This design comes from an exercise in tuning for small area, a short achievable clock period and few clock cycles per item on the open sky130 flow, not from production work. At most, simulation tests tie the RTL to the original design; equivalence was not proved. Only the layout flow was run in runs 1 and 2; the RTL was not checked for function there. Power and IR drop assume default switching activity.

### config.mk
export PLATFORM = sky130hd
export DESIGN_NAME = fm_decoder
export DESIGN_NICKNAME = fm_decoder
export VERILOG_FILES = /design/flow/design.v
export SDC_FILE = /design/flow/constraint.sdc
export NUM_CORES = 4
export LEC_CHECK = 0
export ABC_CLOCK_PERIOD_IN_PS = 5000
export CAP_MARGIN = 30
export CORE_MARGIN = 2
export CORE_UTILIZATION = 45
export CTS_CLUSTER_DIAMETER = 100
export CTS_CLUSTER_SIZE = 25
export PLACE_DENSITY = 0.6
export SLEW_MARGIN = 30
### constraint.sdc
create_clock -name core_clock -period 22.0 [get_ports {clk}]
set_input_delay 4.4000 -clock core_clock [delete_from_list [all_inputs] [get_ports {clk}]]
set_output_delay 4.4000 -clock core_clock [all_outputs]
set_load 0.01 [all_outputs]
### design.v
module fm_decoder (
    input  wire         clk,
    input  wire         rst_n,
    input  wire         cmd_valid,
    output reg          cmd_ready,
    input  wire [31:0]  cmd_data,
    output reg          res_valid,
    input  wire         res_ready,
    output reg  [15:0]  res_head,
    output reg  [103:0] res_payload,
    output wire [31:0]  dstat
);
    localparam [1:0] C_NOBAR  = 2'd0,
                     C_NOPROG = 2'd1,
                     C_CSERR  = 2'd2,
                     C_PROG   = 2'd3;
    localparam [3:0] R_OK       = 4'd0,
                     R_EMPTY    = 4'd1,
                     R_LEFT     = 4'd2,
                     R_RIGHT    = 4'd3,
                     R_BARCOUNT = 4'd4,
                     R_SHORT    = 4'd5,
                     R_LONG     = 4'd6,
                     R_GAP      = 4'd7,
                     R_SIG      = 4'd8,
                     R_HTYPE    = 4'd9,
                     R_HINDEX   = 4'd10,
                     R_DIRECT   = 4'd11,
                     R_CSUM     = 4'd12;
    localparam [2:0] E_IDLE  = 3'd0,    
                     E_WAIT  = 3'd1,    
                     E_SRCH  = 3'd2,    
                     E_CLASS = 3'd3,    
                     E_SUM   = 3'd4,    
                     E_DEC   = 3'd5,    
                     E_VER1  = 3'd6,    
                     E_VER2  = 3'd7;    
    reg  [7:0]  last_csum;
    reg  [15:0] row_index;
    reg         aborted;
    reg         err;
    reg         line_open;
    assign dstat = {5'd0, line_open, err, aborted, last_csum, row_index};
    reg  [13:0] rem_b, rem_c, rem_prev;
    reg         q_ref;
    wire [13:0] rem_diff = rem_b - rem_c;
    wire [13:0] rem_eff  = q_ref ? rem_prev : rem_diff;
    wire        rem_nz   = (rem_eff != 14'd0);
    function lt14;
        input [13:0] a, b;
        reg   [15:0] l, e;
        integer i, w;
        begin
            l = {2'b00, ~a & b};
            e = {2'b11, ~(a ^ b)};
            for (w = 16; w > 1; w = w / 2)
                for (i = 0; i < w / 2; i = i + 1) begin
                    l[i] = l[2*i+1] | (e[2*i+1] & l[2*i]);
                    e[i] = e[2*i+1] & e[2*i];
                end
            lt14 = l[0];
        end
    endfunction
    wire        cmd_fire = cmd_valid && cmd_ready;
    wire [3:0]  op       = cmd_data[31:28];
    wire z27_15   = (cmd_data[27:15] == 13'd0);
    wire z27_1    = z27_15 && (cmd_data[14:1] == 14'd0);
    wire z27_0    = z27_1 && !cmd_data[0];
    wire is_scan  = (op == 4'h8) && z27_0;
    wire is_lb    = (op == 4'h9);
    wire is_pix   = (op == 4'hA) && z27_1;
    wire is_le    = (op == 4'hB) && z27_0;
    wire is_run   = (op == 4'hC) && z27_15;
    wire lb_ok  = !aborted && !line_open && lt14(cmd_data[13:0], cmd_data[27:14]);
    wire run_ok = line_open && (is_pix ? rem_nz : !lt14(rem_eff, cmd_data[13:0]));
    wire le_ok  = line_open && !rem_nz;
    wire a_refuse = cmd_data[31] && !is_scan &&
                    !(is_lb && lb_ok) && !((is_pix || is_run) && run_ok) && !(is_le && le_ok);
    reg  [27:0] q_data;
    reg         q_begin, q_run, q_pix, q_end;
    reg  [2:0]  est;
    always @(posedge clk) begin
        rem_prev <= rem_eff;
        if (cmd_fire && op == 4'h9) begin
            rem_b <= cmd_data[27:14];
            rem_c <= cmd_data[13:0];
        end else begin
            rem_b <= rem_eff;
            if (cmd_fire && op == 4'hA)
                rem_c <= 14'd1;
            else if (cmd_fire && op == 4'hC)
                rem_c <= cmd_data[13:0];
            else
                rem_c <= 14'd0;
        end
    end
    always @(posedge clk or negedge rst_n) begin
        if (!rst_n) begin
            q_begin <= 1'b0;
            q_run   <= 1'b0;
            q_pix   <= 1'b0;
            q_end   <= 1'b0;
            q_ref   <= 1'b0;
        end else begin
            q_ref   <= cmd_fire && a_refuse;
            q_begin <= cmd_fire && is_lb && lb_ok;
            q_run   <= cmd_fire && is_run && run_ok;
            q_pix   <= cmd_fire && is_pix && run_ok;
            q_end   <= cmd_fire && is_le && le_ok;
        end
    end
    always @(posedge clk)
        q_data <= cmd_data[27:0];
    reg  [13:0] left_b, right_b;
    reg         seen_fg, prev_fg;
    reg         left_fail;         
    reg  [13:0] rem_last;          
    reg  [7:0]  n_black;           
    reg  [9:0]  cur_black;         
    reg  [10:0] cur_white, gap_min, gap_max;
    reg  [9:0]  orw;               
    wire [13:0] b_count = q_pix ? 14'd1 : {q_data[13:0]};
    wire        b_fg    = q_pix ? q_data[0] : q_data[14];
    wire        b_act   = (q_run || q_pix) && (b_count != 14'd0);
    wire [13:0] b_fx    = right_b - rem_b;            
    wire [14:0] b_grow  = {5'd0, cur_black} + {1'b0, b_count};
    wire [9:0]  b_wnew  = (b_count >= 14'd1023) ? 10'd1023 : b_count[9:0];
    wire [9:0]  b_wgrow = (b_grow >= 15'd1023) ? 10'd1023 : b_grow[9:0];
    wire [17:0] b_x10   = {1'b0, b_fx, 3'b000} + {3'b000, b_fx, 1'b0};
    wire [11:0] b_white = {1'b0, cur_white} + {1'b0, b_count[10:0]};
    wire [17:0] b_l13   = {left_b, 3'b000} + {1'b0, left_b, 2'b00} + {4'd0, left_b};
    reg         bw_we;
    reg  [7:0]  bw_idx;
    reg  [9:0]  bw_wd;              
    always @* begin
        bw_we  = 1'b0;
        bw_idx = n_black;
        bw_wd  = b_wnew;
        if (b_act && b_fg) begin
            if (!seen_fg) begin
                bw_we  = 1'b1;
                bw_idx = 8'd0;
            end else if (prev_fg) begin
                bw_we  = (n_black <= 8'd132);
                bw_idx = n_black - 8'd1;
                bw_wd  = b_wgrow;
            end else begin
                bw_we  = (n_black <= 8'd131);
                bw_idx = n_black;
            end
        end
    end
    wire [8:0]  bw_wd9 = (bw_wd >= 10'd511) ? 9'd511 : bw_wd[8:0];
    wire [7:0]  bw_wd8 = (bw_wd >= 10'd255) ? 8'd255 : bw_wd[7:0];
    wire        bw_wr  = bw_we;
    always @(posedge clk) begin
        if (q_begin) begin
            left_b    <= q_data[13:0];
            right_b   <= q_data[27:14];
            seen_fg   <= 1'b0;
            prev_fg   <= 1'b0;
            n_black   <= 8'd0;
            cur_white <= 11'd0;
            gap_min   <= 11'h7FF;
            gap_max   <= 11'd0;
            orw       <= 10'd0;
        end else if (b_act) begin
            if (b_fg) begin
                if (!seen_fg) begin
                    seen_fg   <= 1'b1;
                    left_fail <= (b_x10 > b_l13);
                    n_black   <= 8'd1;
                    cur_black <= b_wnew;
                end else if (prev_fg) begin
                    cur_black <= b_wgrow;
                end else begin
                    if (cur_white < gap_min) gap_min <= cur_white;
                    if (cur_white > gap_max) gap_max <= cur_white;
                    cur_white <= 11'd0;
                    cur_black <= b_wnew;
                    if (n_black != 8'd133)
                        n_black <= n_black + 8'd1;
                end
                rem_last <= rem_diff;
            end else begin
                if (seen_fg)
                    cur_white <= (b_count >= 14'd2047 || b_white[11]) ? 11'h7FF : b_white[10:0];
            end
            prev_fg <= b_fg;
            if (bw_we)
                orw <= orw | bw_wd;
        end
    end
    wire [17:0] g_rem10  = {1'b0, rem_last, 3'b000} + {3'b000, rem_last, 1'b0} + 18'd10;
    wire [17:0] g_r3     = {3'b000, right_b, 1'b0} + {4'd0, right_b};
    wire [12:0] g_min3   = {1'b0, gap_min, 1'b0} + {2'd0, gap_min};
    reg  [3:0] g_reason;
    always @* begin
        if (!seen_fg)                                   g_reason = R_EMPTY;
        else if (left_fail)                             g_reason = R_LEFT;
        else if (g_r3 < g_rem10)                        g_reason = R_RIGHT;
        else if (n_black > 8'd132)                      g_reason = R_LONG;
        else if (n_black < 8'd12 || n_black[2:0] != 3'd4) g_reason = R_BARCOUNT;
        else if (n_black < 8'd36)                       g_reason = R_SHORT;
        else if ({2'b0, gap_max} > g_min3)              g_reason = R_GAP;
        else                                            g_reason = R_OK;
    end
    wire [9:0] orw_next  = q_begin ? 10'd0 : ((b_act && bw_we) ? (orw | bw_wd) : orw);
    wire [9:0] orw_smear = orw_next | {1'b0, orw_next[9:1]} | {2'b0, orw_next[9:2]} |
                           {3'b0, orw_next[9:3]} | {4'b0, orw_next[9:4]} | {5'b0, orw_next[9:5]} |
                           {6'b0, orw_next[9:6]} | {7'b0, orw_next[9:7]} | {8'b0, orw_next[9:8]} |
                           {9'b0, orw_next[9]};
    reg [3:0] g_msb;
    integer mi;
    always @* begin
        g_msb = 4'd0;
        for (mi = 0; mi < 10; mi = mi + 1)
            if (orw[mi]) g_msb = mi[3:0];
    end
    reg  [9:0]   cmp_v;            
    wire [11:0]  vblk = {n_black >= 8'd132, n_black >= 8'd124, n_black >= 8'd116,
                         n_black >= 8'd108, n_black >= 8'd100, n_black >= 8'd92,
                         n_black >= 8'd84,  n_black >= 8'd76,  n_black >= 8'd68,
                         n_black >= 8'd60,  n_black >= 8'd52,  n_black >= 8'd44};
    wire [131:0] valid = {{8{vblk[11]}}, {8{vblk[10]}}, {8{vblk[9]}}, {8{vblk[8]}},
                          {8{vblk[7]}},  {8{vblk[6]}},  {8{vblk[5]}}, {8{vblk[4]}},
                          {8{vblk[3]}},  {8{vblk[2]}},  {8{vblk[1]}}, {8{vblk[0]}},
                          36'hF_FFFF_FFFF};
    function le10;
        input [9:0] a, b;
        integer k;
        reg c;
        begin
            c = 1'b1;
            for (k = 0; k < 10; k = k + 1)
                c = (~a[k] & b[k]) | (~a[k] & c) | (b[k] & c);
            le10 = c;
        end
    endfunction
    wire [131:0] le;               
    genvar gi;
    generate
        for (gi = 0; gi < 132; gi = gi + 1) begin : g_bw
            if (gi < 60) begin : g10
                reg [9:0] w;
                always @(posedge clk)
                    if (bw_wr && bw_idx == gi) w <= bw_wd;
                assign le[gi] = le10(w, cmp_v);
            end else if (gi < 124) begin : g9
                reg [8:0] w;
                always @(posedge clk)
                    if (bw_wr && bw_idx == gi) w <= bw_wd9;
                assign le[gi] = cmp_v[9] | le10({1'b0, w}, {1'b0, cmp_v[8:0]});
            end else begin : g8
                reg [7:0] w;
                always @(posedge clk)
                    if (bw_wr && bw_idx == gi) w <= bw_wd8;
                assign le[gi] = (cmp_v[9:8] != 2'b00) | le10({2'b00, w}, {2'b00, cmp_v[7:0]});
            end
        end
    endgenerate
    wire [131:0] le_v = le & valid;
    wire [47:0] pc;
    genvar gp;
    generate
        for (gp = 0; gp < 12; gp = gp + 1) begin : g_pc
            fm_pc11 u_pc (.b(le_v[11*gp+10:11*gp]), .s(pc[4*gp+3:4*gp]));
        end
    endgenerate
    reg  [47:0] part;
    reg         part_ok;           
    reg         part_up;           
    reg  [9:0]  p_lo, p_up;        
    reg  [3:0]  bit_lo, bit_up;    
    function [17:0] csa9;
        input [8:0] a, b, c;
        reg   [8:0] cy;
        begin
            cy    = (a & b) | (a & c) | (b & c);
            csa9  = {a ^ b ^ c, cy[7:0], 1'b0};
        end
    endfunction
    function ge256;
        input [8:0] a, b;
        reg   [7:0] g, q;
        reg   [7:0] g1, q1;
        reg   [7:0] g2, q2;
        reg   [7:0] g3;
        integer i;
        begin
            g = a[7:0] & b[7:0];
            q = a[7:0] | b[7:0];
            for (i = 0; i < 8; i = i + 1) begin
                g1[i] = (i >= 1) ? (g[i] | (q[i] & g[i-1])) : g[i];
                q1[i] = (i >= 1) ? (q[i] & q[i-1]) : q[i];
            end
            for (i = 0; i < 8; i = i + 1) begin
                g2[i] = (i >= 2) ? (g1[i] | (q1[i] & g1[i-2])) : g1[i];
                q2[i] = (i >= 2) ? (q1[i] & q1[i-2]) : q1[i];
            end
            for (i = 0; i < 8; i = i + 1)
                g3[i] = (i >= 4) ? (g2[i] | (q2[i] & g2[i-4])) : g2[i];
            ge256 = a[8] ^ b[8] ^ g3[7];
        end
    endfunction
    wire [17:0] k1a = csa9({5'd0, part[3:0]},   {5'd0, part[7:4]},   {5'd0, part[11:8]});
    wire [17:0] k1b = csa9({5'd0, part[15:12]}, {5'd0, part[19:16]}, {5'd0, part[23:20]});
    wire [17:0] k1c = csa9({5'd0, part[27:24]}, {5'd0, part[31:28]}, {5'd0, part[35:32]});
    wire [17:0] k1d = csa9({5'd0, part[39:36]}, {5'd0, part[43:40]}, {5'd0, part[47:44]});
    wire [17:0] k2a = csa9(k1a[17:9], k1a[8:0], k1b[17:9]);
    wire [17:0] k2b = csa9(k1b[8:0],  k1c[17:9], k1c[8:0]);
    wire [17:0] k3a = csa9(k2a[17:9], k2a[8:0], k2b[17:9]);
    wire [17:0] k3b = csa9(k2b[8:0],  k1d[17:9], k1d[8:0]);
    wire [17:0] k4a = csa9(k3a[17:9], k3a[8:0], k3b[17:9]);
    wire [8:0]  thr_h  = 9'd256 - {2'b00, n_black[7:1]};    
    wire [8:0]  thr_h1 = 9'd255 - {2'b00, n_black[7:1]};    
    wire [17:0] k5a = csa9(k4a[17:9], k4a[8:0], k3b[8:0]);
    wire [17:0] k6h = csa9(k5a[17:9], k5a[8:0], thr_h);
    wire [17:0] k6u = csa9(k5a[17:9], k5a[8:0], thr_h1);
    wire        ge_h  = ge256(k6h[17:9], k6h[8:0]);
    wire        ge_h1 = ge256(k6u[17:9], k6u[8:0]);
    wire [6:0]  half  = n_black[7:1];
    wire        enough = part_up ? ge_h1 : ge_h;
    wire [3:0]  rbit   = part_up ? bit_up : bit_lo;
    wire [9:0]  rpre   = part_up ? p_up : p_lo;
    wire [9:0]  rbitm  = 10'd1 << rbit;
    wire [9:0]  rnew   = enough ? rpre : (rpre | rbitm);
    wire [9:0]  rnext  = rnew | ((rbitm >> 1) - 10'd1) ;
    wire [131:0] cls = ~le;        
    reg  [127:0] pk;
    integer bi;
    always @* begin
        for (bi = 0; bi < 128; bi = bi + 1)
            pk[127-bi] = cls[2+bi];
    end
    wire [15:0] byte_ok = {vblk, 4'hF};
    wire [127:0] pk_m;
    genvar gj;
    generate
        for (gj = 0; gj < 16; gj = gj + 1) begin : g_mask
            assign pk_m[127-8*gj -: 8] = pk[127-8*gj -: 8] & {8{byte_ok[gj]}};
        end
    endgenerate
    reg c_sig;
    always @* begin
        case (n_black[7:3])
            5'd4:  c_sig = cls[34]  && !cls[35];
            5'd5:  c_sig = cls[42]  && !cls[43];
            5'd6:  c_sig = cls[50]  && !cls[51];
            5'd7:  c_sig = cls[58]  && !cls[59];
            5'd8:  c_sig = cls[66]  && !cls[67];
            5'd9:  c_sig = cls[74]  && !cls[75];
            5'd10: c_sig = cls[82]  && !cls[83];
            5'd11: c_sig = cls[90]  && !cls[91];
            5'd12: c_sig = cls[98]  && !cls[99];
            5'd13: c_sig = cls[106] && !cls[107];
            5'd14: c_sig = cls[114] && !cls[115];
            5'd15: c_sig = cls[122] && !cls[123];
            default: c_sig = cls[130] && !cls[131];
        endcase
        c_sig = c_sig && !cls[0] && !cls[1];
    end
    reg  [7:0]  row0, row1, row2;
    reg         sig_ok;
    reg  [15:0] zcs;               
    function [15:0] csa8;
        input [7:0] a, b, c;
        reg   [7:0] cy;
        begin
            cy   = (a & b) | (a & c) | (b & c);
            csa8 = {a ^ b ^ c, cy[6:0], cy[7]};
        end
    endfunction
    function [7:0] eac8;
        input [7:0] a, b;
        reg   [8:0] t;
        begin
            t    = {1'b0, a} + {1'b0, b};
            eac8 = t[8] ? (t[7:0] + 8'd1) : t[7:0];
        end
    endfunction
    wire [7:0] sb1  = row1;
    wire [7:0] sb2  = row2;
    wire [7:0] sb3  = res_payload[7:0];
    wire [7:0] sb4  = res_payload[15:8];
    wire [7:0] sb5  = res_payload[23:16];
    wire [7:0] sb6  = res_payload[31:24];
    wire [7:0] sb7  = res_payload[39:32];
    wire [7:0] sb8  = res_payload[47:40];
    wire [7:0] sb9  = res_payload[55:48];
    wire [7:0] sb10 = res_payload[63:56];
    wire [7:0] sb11 = res_payload[71:64];
    wire [7:0] sb12 = res_payload[79:72];
    wire [7:0] sb13 = res_payload[87:80];
    wire [7:0] sb14 = res_payload[95:88];
    wire [7:0] sb15 = res_payload[103:96];
    wire [15:0] l1a = csa8(sb1,  sb2,  sb3);
    wire [15:0] l1b = csa8(sb4,  sb5,  sb6);
    wire [15:0] l1c = csa8(sb7,  sb8,  sb9);
    wire [15:0] l1d = csa8(sb10, sb11, sb12);
    wire [15:0] l1e = csa8(sb13, sb14, sb15);
    wire [15:0] l2a = csa8(l1a[15:8], l1a[7:0], l1b[15:8]);
    wire [15:0] l2b = csa8(l1b[7:0],  l1c[15:8], l1c[7:0]);
    wire [15:0] l2c = csa8(l1d[15:8], l1d[7:0], l1e[15:8]);
    wire [15:0] l3a = csa8(l2a[15:8], l2a[7:0], l2b[15:8]);
    wire [15:0] l3b = csa8(l2b[7:0],  l2c[15:8], l2c[7:0]);
    wire [15:0] l4a = csa8(l3a[15:8], l3a[7:0], l3b[15:8]);
    wire [15:0] l5a = csa8(l4a[15:8], l4a[7:0], l3b[7:0]);
    wire [15:0] l6a = csa8(l5a[15:8], l5a[7:0], l1e[7:0]);
    wire [15:0] d_cs     = csa8(zcs[15:8], zcs[7:0], last_csum);
    wire [7:0]  d_chain  = eac8(d_cs[15:8], d_cs[7:0]);
    wire [7:0]  d_zero   = eac8(zcs[15:8], zcs[7:0]);
    wire [4:0]  d_k      = n_black[7:3];
    wire [4:0]  d_len    = d_k - 5'd3;
    reg  [1:0]  d_class;
    reg  [3:0]  d_reason;
    always @* begin
        if (!sig_ok) begin
            d_class = C_NOBAR;  d_reason = R_SIG;
        end else if (row1[7:4] != 4'd1) begin
            d_class = C_NOPROG; d_reason = R_HTYPE;
        end else if (row1[3:0] != row_index[3:0]) begin
            d_class = C_NOPROG; d_reason = R_HINDEX;
        end else if (d_chain == row0) begin
            d_class = C_PROG;   d_reason = R_OK;
        end else if (d_len < 5'd10 && d_zero == row0) begin
            d_class = C_NOPROG; d_reason = R_DIRECT;
        end else begin
            d_class = C_CSERR;  d_reason = R_CSUM;
        end
    end
    reg         pass2;
    reg         own_up;            
    reg  [9:0]  tp;
    reg         tp_ok, ver1, up_unk;
    wire        ver_ok     = ver1 && ge_h;
    wire        res_free   = !res_valid;
    wire        geo_go     = (est == E_WAIT || q_end) && res_free;
    wire        geo_fail   = (g_reason != R_OK);
    wire        dec_retry  = (est == E_DEC) && !pass2 && (d_class == C_CSERR);
    wire        dec_commit = ((est == E_DEC) && !dec_retry) || (geo_go && geo_fail);
    wire        dec_again  = dec_retry && up_unk;
    wire        dec_take2  = pass2 && (d_class != C_PROG);
    wire [1:0]  out_class  = (est == E_DEC) ? (dec_take2 ? C_CSERR : d_class)  : C_NOBAR;
    wire [3:0]  out_reason = (est == E_DEC) ? (dec_take2 ? R_CSUM  : d_reason) : g_reason;
    wire [3:0]  out_len    = (out_class == C_PROG) ? d_len[3:0] : 4'd0;
    wire        out_upper  = (est == E_DEC) && pass2;
    wire        lo_last    = (est == E_SRCH) && part_ok && !part_up && (bit_lo == 4'd0);
    always @(posedge clk or negedge rst_n) begin
        if (!rst_n) begin
            est       <= E_IDLE;
            cmd_ready <= 1'b1;
            res_valid <= 1'b0;
            tp_ok     <= 1'b0;
        end else begin
            if (est == E_SUM)
                tp_ok <= 1'b1;
            if (res_valid && res_ready)
                res_valid <= 1'b0;
            if (cmd_fire && is_le && le_ok)
                cmd_ready <= 1'b0;
            if (dec_commit) begin
                res_valid <= 1'b1;
                cmd_ready <= 1'b1;
                est       <= E_IDLE;
            end else if (geo_go) begin
                est <= tp_ok ? E_VER1 : E_SRCH;
            end else if (q_end) begin
                est <= E_WAIT;
            end else begin
                case (est)
                E_SRCH:  if (lo_last) est <= E_CLASS;
                E_CLASS: est <= E_SUM;
                E_SUM:   est <= E_DEC;
                E_DEC:   if (dec_again) est <= E_SRCH;
                         else if (dec_retry) est <= E_CLASS;
                E_VER1:  est <= E_VER2;
                E_VER2:  est <= ver_ok ? E_SUM : E_SRCH;
                default: ;
                endcase
            end
        end
    end
    always @(posedge clk) begin
        part <= pc;
        if (geo_go) begin
            p_lo    <= 10'd0;
            p_up    <= 10'd0;
            bit_lo  <= g_msb;
            bit_up  <= g_msb;
            part_ok <= 1'b1;
            part_up <= 1'b0;
            own_up  <= 1'b1;
            pass2   <= 1'b0;
            up_unk  <= 1'b0;
            if (tp_ok)
                cmp_v <= tp;
        end else if (est == E_VER1) begin
            ver1 <= !ge_h;
        end else if (est == E_VER2) begin
            if (ver_ok) begin
                p_lo   <= tp;
                p_up   <= tp;
                up_unk <= !ge_h1;
            end else begin
                part_ok <= 1'b0;
                own_up  <= 1'b0;
                cmp_v   <= {1'b0, orw_smear[9:1]};
            end
        end else if (est == E_SRCH) begin
            part_ok <= 1'b1;
            part_up <= own_up;
            own_up  <= !own_up;
            if (part_ok) begin
                if (part_up) begin
                    p_up   <= rnew;
                    bit_up <= bit_up - 4'd1;
                    cmp_v  <= rnext;
                end else begin
                    p_lo   <= rnew;
                    bit_lo <= bit_lo - 4'd1;
                    cmp_v  <= (bit_lo == 4'd0) ? rnew : rnext;
                end
            end
        end else if (est == E_CLASS) begin
            part_ok <= 1'b0;
            if (part_ok && part_up)
                p_up <= rnew;
        end else if (dec_again) begin
            p_lo    <= 10'd0;
            p_up    <= 10'd0;
            bit_lo  <= g_msb;
            bit_up  <= g_msb;
            part_ok <= 1'b0;
            own_up  <= 1'b0;
            up_unk  <= 1'b0;
            cmp_v   <= {1'b0, orw_smear[9:1]};
        end else if (dec_retry) begin
            cmp_v <= p_up;
            pass2 <= 1'b1;
        end else if (est == E_IDLE || est == E_WAIT) begin
            cmp_v <= tp_ok ? (tp - 10'd1) : {1'b0, orw_smear[9:1]};
        end
        if (est == E_SUM)
            tp <= p_lo;
    end
    always @(posedge clk) begin
        if (est == E_CLASS || est == E_VER2) begin
            row0        <= pk_m[127:120];
            row1        <= pk_m[119:112];
            row2        <= pk_m[111:104];
            res_payload <= {pk_m[7:0],   pk_m[15:8],  pk_m[23:16], pk_m[31:24],
                            pk_m[39:32], pk_m[47:40], pk_m[55:48], pk_m[63:56],
                            pk_m[71:64], pk_m[79:72], pk_m[87:80], pk_m[95:88],
                            pk_m[103:96]};
            sig_ok      <= c_sig;
        end
        if (est == E_SUM)
            zcs <= l6a;
        if (dec_commit) begin
            res_head <= {5'd0, out_len, out_upper, out_reason, out_class};
            if (out_class != C_PROG)
                res_payload <= 104'd0;
        end
    end
    always @(posedge clk or negedge rst_n) begin
        if (!rst_n) begin
            last_csum <= 8'd0;
            row_index <= 16'd0;
            aborted   <= 1'b0;
            err       <= 1'b0;
            line_open <= 1'b0;
        end else begin
            if (cmd_fire) begin
                if (is_scan) begin
                    last_csum <= 8'd0;
                    row_index <= 16'd0;
                    aborted   <= 1'b0;
                    err       <= 1'b0;
                    line_open <= 1'b0;
                end else begin
                    if (a_refuse) err <= 1'b1;
                    if (is_lb && lb_ok) line_open <= 1'b1;
                    if (is_le && le_ok) line_open <= 1'b0;
                end
            end
            if (dec_commit) begin
                if (out_class == C_PROG) begin
                    last_csum <= row0;
                    row_index <= row_index + 16'd1;
                end
                if (out_class == C_CSERR)
                    aborted <= 1'b1;
            end
        end
    end
endmodule
module fm_pc11 (input wire [10:0] b, output wire [3:0] s);
    wire t1, t2, t3, t4, t5, t6, t7, t8, t9, t10, t11, t12, t13, t14;
    assign t1 = b[0] ^ b[1] ^ b[2];
    assign t2 = (b[0] & b[1]) | (b[0] & b[2]) | (b[1] & b[2]);
    assign t3 = b[3] ^ b[4] ^ b[5];
    assign t4 = (b[3] & b[4]) | (b[3] & b[5]) | (b[4] & b[5]);
    assign t5 = b[6] ^ b[7] ^ b[8];
    assign t6 = (b[6] & b[7]) | (b[6] & b[8]) | (b[7] & b[8]);
    assign t7 = b[9] ^ b[10];
    assign t8 = b[9] & b[10];
    assign t9 = t1 ^ t3 ^ t5;
    assign t10 = (t1 & t3) | (t1 & t5) | (t3 & t5);
    assign t11 = t2 ^ t4 ^ t6;
    assign t12 = (t2 & t4) | (t2 & t6) | (t4 & t6);
    assign t13 = t10 ^ t11 ^ t8;
    assign t14 = (t10 & t11) | (t10 & t8) | (t11 & t8);
    assign s = {1'b0, t14, t13, t9} + {1'b0, t12, 1'b0, t7};
endmodule
### flow/run.sh
#!/bin/bash
# The standard layout (standard.sh: ORFS synth .. finish, unchanged scripts),
# with the resizer's setup repair asked to keep a larger slack margin so that it
# works on paths the 22 ns clock alone would leave untouched, and with plain
# buffers (instead of the delay cells buffer_ports picks by default) on the
# ports. The SDC, clock period and all other settings are the design's.
set -euo pipefail
export SETUP_SLACK_MARGIN=16
export BUFFER_PORTS_ARGS="-buffer_cell sky130_fd_sc_hd__buf_2"
bash standard.sh > standard_flow.log 2>&1
### standard.sh
#!/bin/bash
# synth_recipe.tcl (not shown) runs the flow's synth.tcl, then flattens the netlist and writes it again
# the make line also repeats each setting of config.mk as NAME=value (left out here)
make -C /OpenROAD-flow-scripts/flow DESIGN_CONFIG=/design/flow/config.mk WORK_HOME=/design/flow/orfs CLKGATE_MAP_FILE= SYNTH_SCRIPT=/design/flow/synth_recipe.tcl "${@:-finish}"
==> results of run 1 <==
metrics by stage:
stage	hold WS [ps]	utilization, %
finish	412.4	50.02
global route	420.6	50.01
CTS	413.6	49.43
detailed placement	388.7	47.47
global placement	389.8	47.39
floorplan	385.5	-
worst paths after layout:
path                                          end                from
max                            cmp_v[3]$_DFFE_PP_    part[15]$_DFF_P_
max in group asynchronous  row_index[2]$_DFF_PN0_               rst_n
min in group asynchronous         q_run$_DFF_PN0_               rst_n
min                         right_b[10]$_DFFE_PP_  q_data[24]$_DFF_P_
min reg2reg                 right_b[10]$_DFFE_PP_  q_data[24]$_DFF_P_
max reg2reg                    cmp_v[3]$_DFFE_PP_    part[15]$_DFF_P_
flip-flops by register name (all words and copies together), names as in the netlist, 14 cells and up:
register and cells:
rem_b 14, row_index 16, rem_prev 14, g_bw.g10.w 600
rem_c 14, part 48, zcs 16, g_bw.genblk1.g9.w 576
right_b 14, q_data 28, rem_last 14, g_bw.genblk1.g8.w 64
res_payload 104, left_b 14
cell families after synthesis:
family	after synthesis	synth area share, %
AND/OR/NAND/NOR	1559	8.708
multiplexers	71	0.8213
XOR/XNOR	161	1.641
flip-flops	1711	55.02
adder cells (fa/ha/maj)	1476	21.19
buffers and inverters	805	3.668
AO/OA/AOI/OAI	1180	8.945
other	1	0.004281
cell type report:
class	instances	area [um2]
Antenna cell	5	12.51
Clock buffer	134	2352
Clock inverter	16	212.7
Fill cell	16740	96460
Inverter	500	1952
Multi-Input combinational cell	4460	37230
Sequential cell	1711	48220
Tap cell	2526	3161
Timing Repair Buffer	386	3373
Timing Repair inverter	1	8.758
per-layer routing:
metal  wire length, um  GRT usage [%]  share of wire [%]
met2            129600          44.37                 46
met4             14780          12.69                5.2
met1            117900          38.03                 42
met5                 7              0             0.0025
met3             20970          4.013                7.4
what timing repair did:
item                       in CTS  in global routing
resized for setup             139                154
setup endpoints to repair     456                542
pin swaps                      47                 75
buffers inserted               38                 30
gates cloned                   18                  7
cells in the mapped netlist, types with 70 or more instances:
cell	number
a21o_1	70
a21oi_1	302
clkbuf_1	228
dfxtp_1	299
edfxtp_1	1374
fa_1	248
ha_1	309
inv_1	494
maj3_1	495
maj3_2	424
nand2_1	361
nand2b_1	92
nand3_1	109
nor2_1	450
nor2b_1	210
nor3_1	85
o21ai_0	220
xnor2_1	107
worst reg2reg max path: stages, from the launching register on:
cell	delay (ps)
dfxtp_1	450
fa_1	450
fa_1	570
inv_2	70
fa_1	460
fa_1	490
inv_1	50
fa_1	480
inv_1	70
fa_1	400
nand2b_4	170
a31oi_2	250
a21oi_2	110
or3_1	380
a222oi_1	360
buf_4	230
o21a_1	170
o211ai_1	100
a21oi_1	180
o31a_1	180
o21ai_1	70
o221a_2	270
where the power goes:
part	internal, uW	total (uW)	switching [uW]
clock	771	1860	1090
combinational	355	838	483
sequential	3490	3510	18.7
total	4620	6210	1590
==> results.cfg, run 1 <==
[critical_path]
crit_fanout = 5
cpMostUsedCell = fa_1
end_kind = flop
worst-path-stages = 21
crit_chain = fa_1 -> fa_1 -> inv_2 -> fa_1 -> fa_1 -> inv_1 -> fa_1 -> inv_1 -> fa_1 -> nand2b_4 -> a31oi_2 -> a21oi_2 -> or3_1 -> a222oi_1 -> buf_4 -> o21a_1 -> o211ai_1 -> a21oi_1 -> o31a_1 -> o21ai_1 -> o221a_2
reg2reg_slack_ps = 15800
critical-path-top-delay-family = adder cells
r2r_cells = 21
slowest_delay_ps = 570
required_ps = 22530
crit_type = reg -> reg
worst_ep_arrival_time_ps = 6730
slowest_stage = fa_1
cp-start-kind = flop
critPathBufInv = 4

[pwr]
total_power_uw = 6206
power_density_nw_per_um2 = 64.29
leakage_uw = 0.03774
peakVddDrop_v = 0.00007581

[yosys]
synthFlopType = edfxtp_1
synth_edf_count = 1374
async_flop_share_pct = 2.221
synthTopCellsByArea = edfxtp_1, dfxtp_1, fa_1
syn_area_um2 = 87590
ys_ff_latch = 1711
synth_cell_types = 92
ys_seq_area_share_pct = 55.02
yosys_warnings = 1
synth_area_per_cell_um2 = 12.58
netlist_instances = 6964
yosys.area.top_type_share_pct = 47.10
yosys.area.top_type = edfxtp_1

[global_route]
grt_overflow_total = 0
grt_pass1_wl_um = 401100
grt_pass1_vias = 55990
antenna_found_initial = 11
grt_start_max_net_pins = 94
grt_usage_pct = 27.94

[cts]
cts_sinks = 1711
cts_tree = done
clock_latency_ps = 770
clockBufferDepth = 3
numCtsBuffers = 82
cts_hold_buf = 0
clock-root-buffer = clkbuf_16
h-tree-depth = 3
clk_pin_slew_ps = 110

[worst_hold_path]
holdCritPathClass = reg -> reg
hold_path_depth = 0

[layout]
layout_common_cells = edfxtp_1, inv_1, maj3_1, maj3_2, nor2_1
area_growth_pct = 10.20
drive_gt1_share_pct = 17.16
layout_commonest_cell = edfxtp_1
fin_nets = 7735
fin_area_um2 = 96530
fin_cells = 9739

[detailed_routing]
routedWlPerCell_um = 29.08
drt_iter0_markers = 6113
drc = 0
viasPerCell = 5.958
wl_um = 283200
ant_nets = 0
via_count = 58030
first_pass_iters = 6

[floorplanning]
die_h_um = 445.2
core_um2 = 193000
floorplan.initialDensity_pct = 45.39
fp.dieArea_um2 = 198200
io_pins = 190
die_w_um = 445.2
rows = 161

[timing]
rsz0062_at_grt = true
setup_viol = 0
maxSlewHeadroom_pct = 26.75
finalSetupTns_ps = 0
hold_viol_final = 0
max_freq_ghz = 0.1613
worstMarginPinSlew_ps = 1096
skew_ps = 36.42
drv_slew = 0
fin_crit_ps = 6200
period_share_pct = 28.18
setup_slack_ps = 15800

[status]
status = finished clean

[placed_design]
placed_area_um2 = 91610
dp.cells = 9486
dp_hpwl_um = 180200
port_buffers = 179
place_ws_ps = 15030
place_congestion = 0.9427

[flow_run]
cap_violations = 0
==> run 2: changes to the inputs <==
--- a/flow/run.sh
+++ b/flow/run.sh
@@ -7,3 +7,3 @@
 set -euo pipefail
-export SETUP_SLACK_MARGIN=16
+export SETUP_SLACK_MARGIN=16.5
 export BUFFER_PORTS_ARGS="-buffer_cell sky130_fd_sc_hd__buf_2"
==> run 2 against run 1 <==
Net effect: worst hold slack improved by 4.1 ps; critical path depth rose by 1; die area stayed put; first-iteration DRC count increased by 1.5%; largest cell class unchanged; register-to-register slack lost 230 ps; sequential cell count unchanged; final area is 7.3% higher; synthesized cell count unchanged.
==> results.cfg, run 2 <==
[global_route]
grt_start_max_net_pins = 81
grt_usage_pct = 28.20
antenna_found_initial = 8
grt_pass1_wl_um = 407400
grt_overflow_total = 0
grt_pass1_vias = 58110

[detailed_routing]
viasPerCell = 5.925
via_count = 59760
wl_um = 287800
routedWlPerCell_um = 28.54
ant_nets = 0
drt_iter0_markers = 6207
first_pass_iters = 6
drc = 0

[floorplanning]
die_w_um = 445.2
io_pins = 190
die_h_um = 445.2
rows = 161
floorplan.initialDensity_pct = 45.39
core_um2 = 193000
fp.dieArea_um2 = 198200

[critical_path]
crit_fanout = 5
worst_ep_arrival_time_ps = 6910
end_kind = flop
cp-start-kind = flop
crit_type = reg -> reg
required_ps = 22480

[yosys]
synth_top_family_by_area = adder cells
syn_area_um2 = 87590
synth_area_per_cell_um2 = 12.58
netlist_instances = 6964
synthTopCellsByArea = edfxtp_1, dfxtp_1, fa_1
synth-simple-area-share_pct = 8.708
synth_mux_area_share_pct = 0.8213
yosys.area.top_type_share_pct = 47.10
synthAdderAreaFrac_pct = 21.19
synthTopCellsByCount = edfxtp_1, maj3_1, inv_1
yosys.area.top_type = edfxtp_1
synthFlopType = edfxtp_1
synth.most_common_cell = edfxtp_1
async_flop_share_pct = 2.221
synth_xor_area_share_pct = 1.641
yosys_warnings = 1
synth_compound_area_share_pct = 8.945
synth_edf_count = 1374
ys_seq_area_share_pct = 55.02
synth_cell_types = 92
ys_ff_latch = 1711

[timing]
hold_viol_final = 0
drv_slew = 0
skew_ps = 28.52
max_freq_ghz = 0.1555
period_share_pct = 29.22
maxSlewHeadroom_pct = 9.684
finalSetupTns_ps = 0
worstMarginPinSlew_ps = 1355
setup_viol = 0
fin_hold_ws_ps = 416.5
rsz0062_at_grt = true
fin_crit_ps = 6429

[cts]
cts_tree = done
numCtsBuffers = 80
cts_sinks = 1711
cts_hold_buf = 0
clockBufferDepth = 3
h-tree-depth = 3
clk_pin_slew_ps = 110
clock_latency_ps = 750
clock-root-buffer = clkbuf_16

[pwr]
power.internal_uw = 4631
power.switching_uw = 1611
peakVddDrop_v = 0.00008856
leakage_uw = 0.04029
switching_share_pct = 25.81
clkPwrFrac_pct = 28.7
power_frac_comb_pct = 15.2
power_density_nw_per_um2 = 60.29
seqPwrFrac_pct = 56.0
total_power_uw = 6242

[placed_design]
place_congestion = 0.9645
dp_hpwl_um = 177200
placed_area_um2 = 91600
port_buffers = 179
dp.cells = 9478

[layout]
layout_common_cells = edfxtp_1, maj3_2, inv_1, buf_4, nor2_1
top_register = g_bw.g10.w
largest_reg_flops = 600
drive_gt1_share_pct = 30.80
fin_nets = 8089
layout_commonest_cell = edfxtp_1
area_growth_pct = 18.19
reg.largest.list = g_bw.g10.w x600, g_bw.genblk1.g9.w x576, res_payload x104
fin_area_um2 = 103500
fin_cells = 10090

[worst_hold_path]
holdCritPathClass = reg -> reg

[flow_run]
cap_violations = 0

[status]
status = finished clean
-- run 2: cell counts after synthesis --
Identical to the previous run, type by type.
-- run 2: critical path, stage by stage (launching register included) --
cell and delay (ps):
dfxtp_4 380, inv_2 40, fa_1 490, inv_1 50, fa_1 580, inv_1 70, fa_1 520, fa_1 470
fa_1 510, inv_2 50, fa_1 510, o2111ai_2 130, o2111ai_2 140, a31oi_2 150, or3_1 370, a222oi_1 370
buf_4 240, o21a_1 170, o211ai_1 100, a21oi_1 190, o31a_1 220, o21ai_1 80, o221a_2 300
-- run 2: per-layer routing --
| metal | vias to the layer above | wire [um] | track usage (%) |
|---|---|---|---|
| met5 | - | 36 | 0 |
| met4 | 4 | 16320 | 13.93 |
| met3 | 514 | 21600 | 4.328 |
| met2 | 2374 | 131900 | 45.02 |
| met1 | 30410 | 118000 | 37.55 |
| li1 | 26460 | - | - |
-- run 2: layout make-up --
class	count	area [um2]
sequential	1711	48560
tap	2526	3161
inverter	500	1979
fill	15980	89450
clock buffer	135	2282
timing repair buffer	738	7620
timing repair inverter	2	20.02
multi-input combinational	4463	39770
antenna	1	2.502
clock inverter	10	128.9
-- run 2: through the flow --
step | utilization (%) | setup WS, ps
final | 53.65 | 15570
after global routing | 53.65 | 15390
after CTS | 52.14 | 15650
after detailed placement | 47.47 | 14790
after global placement | 47.40 | 14830
after floorplan | - | 15830
-- run 2: logic make-up (layout without fill, tap and decap cells) --
logic type,count (synthesis),after routing
compound gates,1180,1180
xor+xnor,161,161
fa+ha+maj,1476,1476
buf+inv,805,1385
flops,1711,1711
mux,71,71
other cells,1,11
simple gates,1559,1565
-- run 2: power by group through the flow --
stage / logic, uW / registers (uW) / clock network [uW]
final: 951 / 3500 / 1790
after global placement: 806 / 3580 / 0
after CTS: 853 / 3500 / 1820
after floorplan: 614 / 3570 / 0
after detailed placement: 833 / 3580 / 0
after global routing: 1060 / 3500 / 1920
-- run 2: final timing paths --
kind                                    start  slack, ps  cells after the start                     end
max reg2reg                  part[18]$_DFF_P_      15570                     22      cmp_v[3]$_DFFE_PP_
max in group asynchronous               rst_n      17820                      1  last_csum[1]$_DFF_PN0_
min reg2reg                q_data[25]$_DFF_P_        420                      0   right_b[11]$_DFFE_PP_
min                        q_data[25]$_DFF_P_        420                      0   right_b[11]$_DFFE_PP_
max                          part[18]$_DFF_P_      15570                     22      cmp_v[3]$_DFFE_PP_
min in group asynchronous               rst_n       3660                      1         q_ref$_DFF_PN0_
-- run 2: what timing repair did --
action,4_1_cts,5_1_grt
gates cloned,32,8
setup endpoints to repair,599,2036
resized for setup,1004,490
setup buffers,325,94
pin swaps,381,373
==> run 3: changes to the inputs <==
--- a/design.v
+++ b/design.v
@@ -270,4 +270,2 @@
     reg  [47:0] part;
-    reg         part_ok;           
-    reg         part_up;           
     reg  [9:0]  p_lo, p_up;        
@@ -321,6 +319,8 @@
     wire        ge_h1 = ge256(k6u[17:9], k6u[8:0]);
-    wire [6:0]  half  = n_black[7:1];
-    wire        enough = part_up ? ge_h1 : ge_h;
-    wire [3:0]  rbit   = part_up ? bit_up : bit_lo;
-    wire [9:0]  rpre   = part_up ? p_up : p_lo;
+    reg  [1:0]  ph;
+    reg         en_q, skip_up, up_pend;
+    wire        rsel_up = (ph == 2'd0) || (est == E_CLASS);
+    wire        enough = en_q;
+    wire [3:0]  rbit   = rsel_up ? bit_up : bit_lo;
+    wire [9:0]  rpre   = rsel_up ? p_up : p_lo;
     wire [9:0]  rbitm  = 10'd1 << rbit;
@@ -432,3 +432,2 @@
     reg         pass2;
-    reg         own_up;            
     reg  [9:0]  tp;
@@ -447,3 +446,3 @@
     wire        out_upper  = (est == E_DEC) && pass2;
-    wire        lo_last    = (est == E_SRCH) && part_ok && !part_up && (bit_lo == 4'd0);
+    wire        lo_last    = (est == E_SRCH) && (ph == 2'd2) && (bit_lo == 4'd0);
     always @(posedge clk or negedge rst_n) begin
@@ -490,5 +489,5 @@
             bit_up  <= g_msb;
-            part_ok <= 1'b1;
-            part_up <= 1'b0;
-            own_up  <= 1'b1;
+            ph      <= 2'd1;
+            skip_up <= 1'b0;
+            up_pend <= 1'b0;
             pass2   <= 1'b0;
@@ -505,4 +504,4 @@
             end else begin
-                part_ok <= 1'b0;
-                own_up  <= 1'b0;
+                ph      <= 2'd0;
+                skip_up <= 1'b1;
                 cmp_v   <= {1'b0, orw_smear[9:1]};
@@ -510,7 +509,5 @@
         end else if (est == E_SRCH) begin
-            part_ok <= 1'b1;
-            part_up <= own_up;
-            own_up  <= !own_up;
-            if (part_ok) begin
-                if (part_up) begin
+            case (ph)
+            2'd0: begin
+                if (!skip_up) begin
                     p_up   <= rnew;
@@ -518,11 +515,22 @@
                     cmp_v  <= rnext;
-                end else begin
-                    p_lo   <= rnew;
-                    bit_lo <= bit_lo - 4'd1;
-                    cmp_v  <= (bit_lo == 4'd0) ? rnew : rnext;
                 end
+                skip_up <= 1'b0;
+                ph      <= 2'd1;
             end
+            2'd1: begin
+                en_q <= ge_h;
+                ph   <= 2'd2;
+            end
+            default: begin
+                p_lo    <= rnew;
+                bit_lo  <= bit_lo - 4'd1;
+                cmp_v   <= (bit_lo == 4'd0) ? rnew : rnext;
+                en_q    <= ge_h1;
+                up_pend <= (bit_lo == 4'd0);
+                ph      <= 2'd0;
+            end
+            endcase
         end else if (est == E_CLASS) begin
-            part_ok <= 1'b0;
-            if (part_ok && part_up)
+            up_pend <= 1'b0;
+            if (up_pend)
                 p_up <= rnew;
@@ -533,4 +541,4 @@
             bit_up  <= g_msb;
-            part_ok <= 1'b0;
-            own_up  <= 1'b0;
+            ph      <= 2'd0;
+            skip_up <= 1'b1;
             up_unk  <= 1'b0;
==> run 3 against run 2 <==
Net effect: clock skew grew 15 ps; count of clock-buffer cells in the layout grew 2; largest cell class unchanged; non-clock buffer count shrank 138; via count grew 1.5%; sequential share of layout area grew 0.71 points.
==> results.cfg, run 3 <==
[status]
status = finished clean

[yosys]
yosys_warnings = 1
synth_area_per_cell_um2 = 12.42
ys_seq_area_share_pct = 54.65
syn_area_um2 = 88290
netlist_instances = 7108
synth_cell_types = 99
synthFlopType = edfxtp_1
async_flop_share_pct = 2.218
ys_ff_latch = 1713
yosys.area.top_type = edfxtp_1
yosys.area.top_type_share_pct = 46.77
synth.most_common_cell = edfxtp_1
synthTopCellsByArea = edfxtp_1, dfxtp_1, maj3_1
synthTopCellsByCount = edfxtp_1, inv_1, nor2_1
synth_edf_count = 1375

[layout]
layout_common_cells = edfxtp_1, maj3_2, inv_1, nor2_1, maj3_1
fin_cells = 10190
layout_commonest_cell = edfxtp_1
fin_nets = 8088
seq_area_um2 = 48630
multi_input_area_um2 = 39040
fill_cells = 16520
area_growth_pct = 15.67
final_core_util_pct = 52.37
drive_gt1_share_pct = 24.75
largest_reg_flops = 600
top_register = g_bw.g10.w
reg.largest.list = g_bw.g10.w x600, g_bw.genblk1.g9.w x576, res_payload x104

[pwr]
switching_share_pct = 31.86
power.internal_uw = 5149
leakage_uw = 0.03878
clkPwrFrac_pct = 24.3
power_frac_comb_pct = 28.6
seqPwrFrac_pct = 47.0
power.switching_uw = 2408
total_power_uw = 7557
power_density_nw_per_um2 = 74.00
peakVddDrop_v = 0.00008848

[cts]
clockBufferDepth = 3
cts_tree = done
clock_latency_ps = 770
numCtsBuffers = 81
h-tree-depth = 3
clk_pin_slew_ps = 100
cts_sinks = 1713
clock-root-buffer = clkbuf_16

[floorplanning]
die_w_um = 446.9
floorplan.initialDensity_pct = 45.28
fp.dieArea_um2 = 199800
io_pins = 190
core_um2 = 195000
die_h_um = 446.9
rows = 162

[global_route]
grt_start_max_net_pins = 93
grt_usage_pct = 28.67
grt_pass1_vias = 58070
antenna_found_initial = 12
grt_overflow_total = 0
grt_pass1_wl_um = 414900

[timing]
max_freq_ghz = 0.1668
setup_viol = 0
skew_ps = 43.34
hold_viol_final = 0
maxSlewHeadroom_pct = 29.18
fin_crit_ps = 5994
finalSetupTns_ps = 0
drv_slew = 0
setup_slack_ps = 16010
period_share_pct = 27.24
rsz0062_at_grt = true
worstMarginPinSlew_ps = 1059

[placed_design]
dp.cells = 9722
dp_hpwl_um = 184800
place_ws_ps = 15200
place_congestion = 1.010
port_buffers = 179

[detailed_routing]
first_pass_iters = 8
wl_um = 295100
via_count = 60650
ant_nets = 0
drt_iter0_markers = 6244
viasPerCell = 5.952
drc = 0
routedWlPerCell_um = 28.96

[critical_path]
crit_type = reg -> reg
worst_ep_arrival_time_ps = 6480
cp-start-kind = flop
end_kind = flop
required_ps = 22480
crit_fanout = 4

[flow_run]
cap_violations = 0

[worst_hold_path]
holdCritPathClass = reg -> reg
==> run 3: cell types whose count changed in the layout (fill, tap and decap cells not counted), moves of 43 or more <==
cell,delta
maj3_1,+129
maj3_2,-124
buf_4,-90
nor2_1,+86
a21oi_1,+62
inv_1,+62
nor2_2,-45
a21oi_2,-43
==> run 3: final timing paths <==
| check | startpoint | to | slack [ps] | cells past startpoint |
|---|---|---|---|---|
| worst max-delay path | part[17]$_DFF_P_ | cmp_v[1]$_DFFE_PP_ | 16010 | 19 |
| worst min-delay path | q_data[23]$_DFF_P_ | right_b[9]$_DFFE_PP_ | 430 | 0 |
| worst max register to register | part[17]$_DFF_P_ | cmp_v[1]$_DFFE_PP_ | 16010 | 19 |
| worst min register to register | q_data[23]$_DFF_P_ | right_b[9]$_DFFE_PP_ | 430 | 0 |
| max in group asynchronous | rst_n | last_csum[1]$_DFF_PN0_ | 17890 | 1 |
| min in group asynchronous | rst_n | q_pix$_DFF_PN0_ | 3630 | 1 |
==> run 3: repair_timing <==
item,4_1_cts,5_1_grt
pin swaps,270,244
resized for setup,731,404
gates cloned,20,15
setup endpoints to repair,1211,1311
setup buffers,215,63
hold buffers,0,0
==> run 3: metrics by stage <==
step           hold slack, ps  instance area [um2]
5_1_grt                 432.5               102100
3_5_place_dp            389.7                92500
3_3_place_gp            390.8                92420
6_report                425.4               102100
2_1_floorplan           385.5                88610
4_1_cts                 424.1                99690
==> run 3: cell type report <==
| type | instances | area share, % |
|---|---|---|
| sequential | 1713 | 47.62 |
| multi-input combinational | 4526 | 38.23 |
| timing repair buffer | 600 | 6.247 |
| tap | 2624 | 3.215 |
| clock buffer | 137 | 2.253 |
| inverter | 571 | 2.209 |
| clock inverter | 15 | 0.1948 |
| timing repair inverter | 2 | 0.03063 |
| antenna | 1 | 0.002450 |
==> run 3: worst max-delay path, cell delays in order, from the launching register on <==
cell       delay, ps
dfxtp_1          460
inv_1            100
fa_2             460
fa_1             550
fa_1             560
fa_1             450
fa_1             510
inv_2             50
fa_1             480
o2111ai_2        190
o2111ai_1        130
a32oi_1          280
o2bb2ai_2        120
a221oi_2         280
nand3_2          140
o311ai_4         210
a31o_2           260
o2111ai_4        200
nand2_2          150
buf_6            150
==> run 3: kinds of logic after synthesis <==
kind of cell,Yosys count,share of synthesized area (%)
compound gates,1230,9.285
xor+xnor,170,1.749
fa+ha+maj,1479,21.05
buf+inv,884,3.913
flops,1713,54.65
mux,64,0.7327
other cells,1,0.004247
simple gates,1567,8.615
==> run 3: metal layers <==
layer	GRT usage, %	part of all wire, %	up-vias
li1	-	-	26690
met1	37.79	39	30550
met2	45.90	46	2771
met3	4.161	8.2	623
met4	15.22	6.3	4
met5	0	0.011	-
==> run 3: power groups by stage <==
stage | clock [uW] | sequential, uW | combinational, uW
global placement | 0 | 3640 | 1740
detailed placement | 0 | 3640 | 1780
finish | 1840 | 3550 | 2160
floorplan | 0 | 3620 | 1270
global route | 1970 | 3560 | 2350
CTS | 1860 | 3550 | 2030
Testbench counts of run 3, summed over its fixed seeds: cycles 223,144, lines 888.
==> run 4: changes to the inputs <==
--- a/flow/run.sh
+++ b/flow/run.sh
@@ -7,3 +7,3 @@
 set -euo pipefail
-export SETUP_SLACK_MARGIN=16.5
+export SETUP_SLACK_MARGIN=16
 export BUFFER_PORTS_ARGS="-buffer_cell sky130_fd_sc_hd__buf_2"
==> run 4 against run 3 <==
Net effect: still clean; worst hold slack worse by 7.3 ps; worst setup slack better by 10 ps; area after synthesis unchanged; register-to-register slack better by 30 ps; sequential share of layout area grew 2.6 points; final area is 5.9% lower; first-iteration DRC count is 6.9% lower; critical endpoint is now res_payload[98]; largest cell class unchanged; highest routed layer is now met4.
==> results.cfg, run 4 <==
[critical_path]
crit_fanout = 3
crit_chain = buf_2
worst_ep_arrival_time_ps = 1580
required_ps = 17600
critPathBufInv = 1
slowest_delay_ps = 620
cp-start-kind = flop
cp-startpoint = res_payload[98]$_DFF_P_
end_kind = primary output
crit_type = reg -> out
slowest_stage = dfxtp_1
critical-path-top-delay-family = flip-flops
r2r-start = q_data[11]$_DFF_P_

[cts]
clk_pin_slew_ps = 100
clock_latency_ps = 750
clockBufferDepth = 3
h-tree-depth = 3
cts_sinks = 1713
numCtsBuffers = 80
cts_tree = done
clock-root-buffer = clkbuf_16

[timing]
worstMarginPinSlew_ps = 1164
finalSetupTns_ps = 0
fin_crit_ps = 5983
drv_slew = 0
rsz0062_at_grt = true
max_freq_ghz = 0.1671
hold_viol_final = 0
period_share_pct = 27.20
maxSlewHeadroom_pct = 22.41
skew_ps = 43.03
setup_viol = 0

[yosys]
synthTopCellsByArea = edfxtp_1, dfxtp_1, maj3_1
synth_edf_count = 1375
yosys.area.top_type = edfxtp_1
synth.most_common_cell = edfxtp_1
synthTopCellsByCount = edfxtp_1, inv_1, nor2_1
synth_xor_area_share_pct = 1.749
yosys_warnings = 1
syn_area_um2 = 88290
synth_area_per_cell_um2 = 12.42
synthAdderAreaFrac_pct = 21.05
ys_seq_area_share_pct = 54.65
ys_ff_latch = 1713
synth-simple-area-share_pct = 8.615
synth_top_family_by_area = adder cells
synth_cell_types = 99
yosys.area.top_type_share_pct = 46.77
synthFlopType = edfxtp_1
synth_mux_area_share_pct = 0.7327
netlist_instances = 7108
async_flop_share_pct = 2.218
synth_compound_area_share_pct = 9.285

[detailed_routing]
first_pass_iters = 8
via_count = 58620
drc = 0
viasPerCell = 5.901
drt_iter0_markers = 5814
ant_nets = 0
wl_um = 277700
routedWlPerCell_um = 27.95

[floorplanning]
fp.dieArea_um2 = 199800
core_um2 = 195000
die_h_um = 446.9
rows = 162
io_pins = 190
die_w_um = 446.9
floorplan.initialDensity_pct = 45.28

[flow_run]
cap_violations = 0

[pwr]
peakVddDrop_v = 0.0001148
total_power_uw = 7285
power_density_nw_per_um2 = 75.82
leakage_uw = 0.03666

[layout]
multi_input_area_um2 = 37220
reg.largest.list = g_bw.g10.w x600, g_bw.genblk1.g9.w x576, res_payload x104
area_growth_pct = 8.835
fill_cells = 17120
layout_commonest_cell = edfxtp_1
fin_cells = 9935
top_register = g_bw.g10.w
largest_reg_flops = 600
drive_gt1_share_pct = 14.71
seq_area_um2 = 48260
fin_nets = 7829
layout_common_cells = edfxtp_1, inv_1, nor2_1, maj3_1, maj3_2

[worst_hold_path]
worstHoldStart = q_data[18]$_DFF_P_
holdCritPathClass = reg -> reg

[placed_design]
dp.cells = 9718
place_congestion = 0.9709
dp_hpwl_um = 180400
port_buffers = 179

[global_route]
grt_pass1_wl_um = 392100
antenna_found_initial = 11
grt_start_max_net_pins = 87
grt_pass1_vias = 56230
grt_usage_pct = 26.95
grt_overflow_total = 0

[status]
status = finished clean
## run 4: cell counts after synthesis
No cell type changed its count.
## run 4: power breakdown
| group | internal, uW | switching [uW] |
|---|---|---|
| clock network | 722 | 1060 |
| logic | 749 | 1180 |
| registers | 3520 | 49.0 |
| total | 4990 | 2290 |
## run 4: path summary, 6_finish.rpt
check	slack (ps)	depth (start not counted)	to
setup / recovery	16020	1	res_payload[98]
hold / removal	420	0	right_b[4]$_DFFE_PP_
setup reg to reg	16040	9	g_bw[81].genblk1.g9.w[2]$_DFFE_PP_
hold reg to reg	420	0	right_b[4]$_DFFE_PP_
max in group asynchronous	17970	1	q_begin$_DFF_PN0_
min in group asynchronous	3640	1	q_pix$_DFF_PN0_
## run 4: area by class of cell
class | count | share of cell area, %
clock inverters | 8 | 0.1081
diodes | 11 | 0.02865
inverters | 571 | 2.313
multi-input cells | 4525 | 38.74
repair buffers | 345 | 2.807
well taps | 2624 | 3.417
clock buffers | 138 | 2.365
flip-flops and latches | 1713 | 50.22
## run 4: routing by layer
layer | global-route usage, % | share of wire (%) | vias to the layer above
li1 | - | - | 26160
met1 | 35.44 | 41 | 29450
met2 | 43.54 | 46 | 2468
met3 | 4.132 | 7.4 | 543
met4 | 13.27 | 5.8 | 0
met5 | 0 | 0 | -
## run 4: cells by family (layout without fill, tap and decap cells)
group | count (synthesis) | after routing
compound gates | 1230 | 1230
flops | 1713 | 1713
simple gates | 1567 | 1572
fa+ha+maj | 1479 | 1479
other cells | 1 | 21
xor+xnor | 170 | 170
mux | 64 | 64
buf+inv | 884 | 1062
## run 4: metrics by stage
step                      setup WS (ps)  cell area (um2)  utilization [%]  hold slack [ps]
after floorplan                   15720            88430                -            385.5
after global placement            15030            92280            47.33            392.0
after detailed placement          14950            92330            47.35            394.7
after CTS                         16000            95160            48.80            421.3
after global routing              15950            96070            49.27            424.3
final                             16020            96090            49.28            418.1
## run 4: repair_timing
| item | in CTS | in global routing |
|---|---|---|
| buffers inserted | 10 | 28 |
| pin swaps | 4 | 27 |
| resized for setup | 53 | 104 |
| setup endpoints to repair | 293 | 468 |
| hold buffers | 0 | 0 |
| cloned | 7 | 13 |
==> run 5: changes to the inputs <==
--- a/design.v
+++ b/design.v
@@ -303,2 +303,3 @@
     endfunction
+    wire [8:0]  thr_h  = 9'd256 - {2'b00, n_black[7:1]};    
     wire [17:0] k1a = csa9({5'd0, part[3:0]},   {5'd0, part[7:4]},   {5'd0, part[11:8]});
@@ -309,10 +310,8 @@
     wire [17:0] k2b = csa9(k1b[8:0],  k1c[17:9], k1c[8:0]);
+    wire [17:0] k2c = csa9(k1d[17:9], k1d[8:0], thr_h);
     wire [17:0] k3a = csa9(k2a[17:9], k2a[8:0], k2b[17:9]);
-    wire [17:0] k3b = csa9(k2b[8:0],  k1d[17:9], k1d[8:0]);
+    wire [17:0] k3b = csa9(k2b[8:0],  k2c[17:9], k2c[8:0]);
     wire [17:0] k4a = csa9(k3a[17:9], k3a[8:0], k3b[17:9]);
-    wire [8:0]  thr_h  = 9'd256 - {2'b00, n_black[7:1]};    
-    wire [8:0]  thr_h1 = 9'd255 - {2'b00, n_black[7:1]};    
-    wire [17:0] k5a = csa9(k4a[17:9], k4a[8:0], k3b[8:0]);
-    wire [17:0] k6h = csa9(k5a[17:9], k5a[8:0], thr_h);
-    wire [17:0] k6u = csa9(k5a[17:9], k5a[8:0], thr_h1);
+    wire [17:0] k6h = csa9(k4a[17:9], k4a[8:0], k3b[8:0]);
+    wire [17:0] k6u = csa9(k6h[17:9], k6h[8:0], 9'h1FF);
     wire        ge_h  = ge256(k6h[17:9], k6h[8:0]);
@@ -499,11 +498,8 @@
         end else if (est == E_VER2) begin
-            if (ver_ok) begin
-                p_lo   <= tp;
-                p_up   <= tp;
-                up_unk <= !ge_h1;
-            end else begin
-                ph      <= 2'd0;
-                skip_up <= 1'b1;
-                cmp_v   <= {1'b0, orw_smear[9:1]};
-            end
+            p_lo    <= tp;
+            p_up    <= tp;
+            up_unk  <= ver_ok && !ge_h1;
+            ph      <= 2'd0;
+            skip_up <= 1'b1;
+            cmp_v   <= {1'b0, orw_smear[9:1]};
         end else if (est == E_SRCH) begin
@@ -515,2 +511,5 @@
                     cmp_v  <= rnext;
+                end else begin
+                    p_lo   <= 10'd0;
+                    p_up   <= 10'd0;
                 end
--- a/flow/run.sh
+++ b/flow/run.sh
@@ -7,3 +7,3 @@
 set -euo pipefail
-export SETUP_SLACK_MARGIN=16
+export SETUP_SLACK_MARGIN=16.3
 export BUFFER_PORTS_ARGS="-buffer_cell sky130_fd_sc_hd__buf_2"
==> run 5 against run 4 <==
Net effect: via count rose by 0.69%; final area grew 3.4%; area after synthesis is 0.66% lower; still clean; non-clock buffer count increased by 239; sequential cell count unchanged; cell count grew 0.25%; utilization is 1.8 points higher; critical path type unchanged.
==> results.cfg, run 5 <==
[pwr]
leakage_uw = 0.04022
peakVddDrop_v = 0.00008408
power_density_nw_per_um2 = 62.12

[timing]
hold_viol_final = 0
maxSlewHeadroom_pct = 26.76
skew_ps = 46.54
period_share_pct = 26.62
drv_slew = 0
rsz0062_at_grt = true
fin_hold_ws_ps = 404.7
setup_viol = 0
fin_crit_ps = 5857
max_freq_ghz = 0.1707
worstMarginPinSlew_ps = 1087
finalSetupTns_ps = 0

[critical_path]
cp-start-kind = flop
required_ps = 17600
critPathBufInv = 1
worst_ep_arrival_time_ps = 1460
crit_fanout = 1
end_kind = primary output
slowest_stage = edfxtp_1
crit_chain = buf_2
critical-path-top-delay-family = flip-flops
slowest_delay_ps = 510
crit_type = reg -> out

[cts]
clock-root-buffer = clkbuf_16
numCtsBuffers = 80
clockBufferDepth = 3
cts_sinks = 1713
cts_hold_buf = 0
clock_latency_ps = 760
clk_pin_slew_ps = 110
cts_tree = done
h-tree-depth = 3

[layout]
fin_area_um2 = 99380
area_growth_pct = 13.31
layout_common_cells = edfxtp_1, maj3_2, inv_1, nor2_1, buf_4
fin_nets = 7949
multi_input_area_um2 = 37360
top_register = g_bw.g10.w
drive_gt1_share_pct = 23.92
layout_commonest_cell = edfxtp_1
seq_area_um2 = 48630
fill_cells = 16520
largest_reg_flops = 600
reg.largest.list = g_bw.g10.w x600, g_bw.genblk1.g9.w x576, res_payload x104
fin_cells = 9960

[yosys]
synth_edf_count = 1375
synth_cell_types = 96
synthTopCellsByCount = edfxtp_1, inv_1, maj3_2
yosys_warnings = 1
synthTopCellsByArea = edfxtp_1, dfxtp_1, maj3_2
syn_area_um2 = 87710
ys_seq_area_share_pct = 55.01
yosys.area.top_type = edfxtp_1
yosys.area.top_type_share_pct = 47.08
ys_ff_latch = 1713
synthFlopType = edfxtp_1
netlist_instances = 6987
synth.most_common_cell = edfxtp_1
async_flop_share_pct = 2.218
synth_area_per_cell_um2 = 12.55

[placed_design]
placed_area_um2 = 91640
port_buffers = 179
dp.cells = 9504
dp_hpwl_um = 178100
place_congestion = 0.9781

[floorplanning]
floorplan.initialDensity_pct = 45.12
rows = 162
die_h_um = 445.5
io_pins = 190
fp.dieArea_um2 = 198500
core_um2 = 194400
die_w_um = 445.5

[detailed_routing]
drc = 0
drt_iter0_markers = 6043
wl_um = 286100
first_pass_iters = 7
viasPerCell = 5.927
ant_nets = 0
routedWlPerCell_um = 28.73
via_count = 59030

[global_route]
grt_overflow_total = 0
grt_usage_pct = 28.26
grt_start_max_net_pins = 75
grt_pass1_wl_um = 405500
grt_pass1_vias = 56590
antenna_found_initial = 16

[flow_run]
cap_violations = 0

[worst_hold_path]
holdCritPathClass = reg -> reg

[status]
status = finished clean
run 5: cell type report:
type                            count  share of cell area (%)
Timing Repair inverter              2                 0.02896
Sequential cell                  1713                   48.93
Multi-Input combinational cell   4386                   37.59
Clock inverter                     12                  0.1045
Inverter                          580                   2.310
Clock buffer                      136                   2.311
Tap cell                         2542                   3.200
Antenna cell                        5                 0.01259
Timing Repair Buffer              584                   5.506
run 5: kinds of logic after synthesis:
family / synth area share [%]
and+or+nand+nor: 8.447
buffers and inverters: 4.030
other: 0.004275
muxes: 0.6248
adders and majority gates: 20.71
DFF: 55.01
AOI/OAI and AO/OA: 9.378
xor gates and xnor gates: 1.800
run 5: repair_timing:
action                                  in CTS  in global routing
setup buffers                              206                 77
endpoints found under the setup margin     597                411
cloned                                      18                  1
pin swaps                                  162                271
gates resized for setup                    550                214
run 5: report_power, final:
part           switching (uW)  total [uW]  internal [uW]
Sequential               14.6        3500           3480
Combinational             506         887            381
Clock                    1060        1790            731
run 5: metrics by stage:
step | utilization [%] | total power, uW | worst slack [ps]
finish | 51.13 | 6173 | 16140
global route | 51.12 | 6411 | 16070
CTS | 50.34 | 6191 | 16100
detailed placement | 47.14 | 4452 | 15010
global placement | 47.11 | 4420 | 15030
floorplan | - | 4228 | 15960
run 5: routing by layer:
layer | GRT usage (%) | up-vias | routed length, um
met5 | 0 | - | 13
met2 | 45.61 | 2297 | 132400
met4 | 13.96 | 2 | 16380
met3 | 4.171 | 488 | 20990
li1 | - | 26120 | -
met1 | 37.33 | 30120 | 116300
run 5: path summary, 6_finish.rpt:
path,start,endpoint,slack [ps],cells past startpoint
worst max-delay path,res_head[2]$_DFFE_PN_,res_head[2],16140,1
worst min-delay path,q_data[24]$_DFF_P_,right_b[10]$_DFFE_PP_,400,0
worst max register to register,cmp_v[0]$_DFFE_PP_,part[10]$_DFF_P_,16170,21
worst min register to register,q_data[24]$_DFF_P_,right_b[10]$_DFFE_PP_,400,0
max in group asynchronous,rst_n,q_begin$_DFF_PN0_,17870,1
min in group asynchronous,rst_n,row_index[13]$_DFF_PN0_,3650,1
Testbench counts of run 5, summed over its fixed seeds: cycles 223,144, lines 888.

-- port drivers added, routing unchanged --
The results above use ideal ports. As a check the final layouts listed here were re-extracted and re-timed, cells and wires unchanged. Step 1 (the two cells are an assumption about what drives the block):
set clk [get_ports {clk}]
set_driving_cell -lib_cell sky130_fd_sc_hd__clkbuf_16 $clk
set_driving_cell -lib_cell sky130_fd_sc_hd__buf_2 [delete_from_list [all_inputs] $clk]
Step 2 times the ports against the registers' clock, not the clock port: input delays grow and output delays shrink by t, the midpoint of the rising clock arrivals with the driver on. Three values: ideal ports, drivers, drivers and shift; two values: the first two.
| run | t (ns) | slack for setup (ns) | worst setup path after step 2 | pins driven straight from the clock port |
|---|---|---|---|---|
| run 1 | 0.843 | 15.800 / 15.800 / 15.313 | input to register | 1 |
| run 2 | 0.815 | 15.571 / 15.571 / 15.387 | input to register | 1 |
| run 3 | 0.835 | 16.006 / 16.006 / 15.494 | input to register | 1 |
| run 4 | 0.811 | 16.017 / 15.931 / 15.392 | input to register | 1 |
| run 5 | 0.822 | 16.143 / 16.058 / 15.574 | input to register | 1 |
After both steps every run listed still meets setup and hold. The setup slack of run 4, which loses most, moves by -0.086 ns with the drivers and by -0.625 ns with both steps.
